Source: an optimization exercise on an open RTL-to-GDS flow (aim: small area). Production flows keep margins and buffers that such runs may drop.
The RTL was checked by simulation tests, not by an equivalence proof against the original design.

Design sfs, start of the top module:
module sfs (
    input  wire        clk,
    input  wire        rst,
    input  wire        s_valid,
    input  wire        s_err,
    input  wire [7:0]  s_data,
    output wire        s_ready,
    output wire        m_valid,
    input  wire        m_ready,
    output reg  [31:0] m_seconds_index,
    output reg  [63:0] m_energy_count,
    output reg  [63:0] m_power,
    output reg  [63:0] m_power_l1,
    output reg  [63:0] m_power_l2,
    output reg  [63:0] m_power_l3,
    output reg  [15:0] m_voltage_l1,
    output reg  [15:0] m_voltage_l2,
    output reg  [15:0] m_voltage_l3,
    input  wire [63:0] ts_in,
    output reg  [63:0] m_timestamp,
    output wire        io_error,
    output wire        diag_valid,
    output reg  [1:0]  diag_reason
);
Size in the first run: about 510 flip-flops, about 550 I/O pins.
==> flow/config.mk <==
export PLATFORM = sky130hd
export DESIGN_NAME = sfs
export DESIGN_NICKNAME = sfs
export VERILOG_FILES = /design/flow/design.v
export SDC_FILE = /design/flow/constraint.sdc
export NUM_CORES = 4
export LEC_CHECK = 0
export CAP_MARGIN = 20
export CORE_MARGIN = 2
export CORE_UTILIZATION = 70
export PLACE_DENSITY = 0.8
export SLEW_MARGIN = 20
export SYNTH_MEMORY_MAX_BITS = 8192
==> flow/constraint.sdc <==
create_clock -name core_clock -period 10.0 [get_ports {clk}]
set_input_delay 2.0000 -clock core_clock [delete_from_list [all_inputs] [get_ports {clk}]]
set_output_delay 2.0000 -clock core_clock [all_outputs]
set_load 0.01 [all_outputs]
standard.sh (not shown) runs the stock make flow with config.mk's settings and CLKGATE_MAP_FILE= SYNTH_SCRIPT=/design/flow/synth_recipe.tcl, a recipe that flattens the netlist after the stock synthesis.
==> flow/flow/run.sh <==
#!/bin/bash
# Standard layout (standard.sh's make command), except:
# - synthesis maps the logic with an area-oriented ABC script (flow/synth.tcl),
# - the port buffers are the smallest buffer cell instead of the one
#   buffer_ports picks by default,
# - the clock tree is built from clkbuf_8 cells with sink clusters of at most
#   12 flip-flops.
set -euo pipefail
here=$(pwd)
export AREA_ABC_SCRIPT=$here/flow/area.script
export BUFFER_PORTS_ARGS="-buffer_cell sky130_fd_sc_hd__buf_1"
export CTS_ARGS="-sink_clustering_enable -repair_clock_nets -sink_clustering_size 12 -sink_clustering_max_diameter 60 -buf_list sky130_fd_sc_hd__clkbuf_8"
sed "s#SYNTH_SCRIPT=[^ ]*#SYNTH_SCRIPT=$here/flow/synth.tcl#" standard.sh > own.sh
grep -q "SYNTH_SCRIPT=$here/flow/synth.tcl" own.sh
bash own.sh > own.log 2>&1
==> flow/flow/area.script <==
&get -n
&st
&deepsyn -T 20
&dch
&nf -R 1000 -p
&put
==> flow/flow/synth.tcl <==
# The standard flow's synthesis script (synth_recipe.tcl), with ABC's technology mapping
# run by an area-oriented script (flow/area.script) instead of ORFS's speed
# script, which also buffers and upsizes; the layout repairs drive strength
# later anyway. Registers are mapped before ABC, so they are unchanged.
proc synth {args} { yosys synth -nofsm -noshare {*}$args }
proc abc {args} {
  set i [lsearch $args -script]
  if {$i >= 0} {
    set args [lreplace $args $i [expr {$i + 1}] -script $::env(AREA_ABC_SCRIPT)]
  }
  yosys abc {*}$args
}
source $::env(SCRIPTS_DIR)/synth.tcl
# left out here: clear keep_hierarchy, flatten, clean up, hide names made inside functions, write 1_2_yosys.v
The baseline produced a clean layout.
Change:
==> flow/flow/run.sh (replaced) <==
#!/bin/bash
# Standard layout, except: the port buffers are the smallest buffer cell
# instead of the one buffer_ports picks by default, and the clock tree is
# built from clkbuf_8 cells with sink clusters of at most 12 flip-flops.
set -euo pipefail
export BUFFER_PORTS_ARGS="-buffer_cell sky130_fd_sc_hd__buf_1"
export CTS_ARGS="-sink_clustering_enable -repair_clock_nets -sink_clustering_size 12 -sink_clustering_max_diameter 50 -buf_list sky130_fd_sc_hd__clkbuf_8"
bash standard.sh > standard.log 2>&1
Settings changed: CORE_UTILIZATION 70 to 40, PLACE_DENSITY 0.8 to default.
removed: flow/flow/area.script
removed: flow/flow/synth.tcl
=> Worst hold slack degrades by 0.0051 ns; worst setup slack improves by 0.99 ns; fmax went up by about 20%.

## what the ideal ports hide
How much do the figures lean on ideal ports? The routed layouts below were timed once more, with nothing changed but the port constraints. Step 1 assumes that a clkbuf_16 drives the clock port and a buf_2 every other input. Step 2 adds t to the input delays and takes it off the output delays; t is the mean of the earliest and latest rising clock arrival at the registers after step 1. Input paths then give back, and output paths get back, about the clock's delay inside the block. Three values: no drivers, after step 1, after step 2; two values: the first two.
| run | t (ns) | setup slack, ns | worst register clock-pin slew, ns |
|---|---|---|---|
| the first run | 0.633 | 4.087 / 4.100 / 3.467 | 0.09 / 0.09 |
| the second run | 0.690 | 5.079 / 5.046 / 4.448 | 0.09 / 0.09 |
After both steps every run listed still meets setup and hold. For the second run, which loses most, drivers alone change the setup slack by -0.033 ns; drivers and shift together by -0.631 ns.
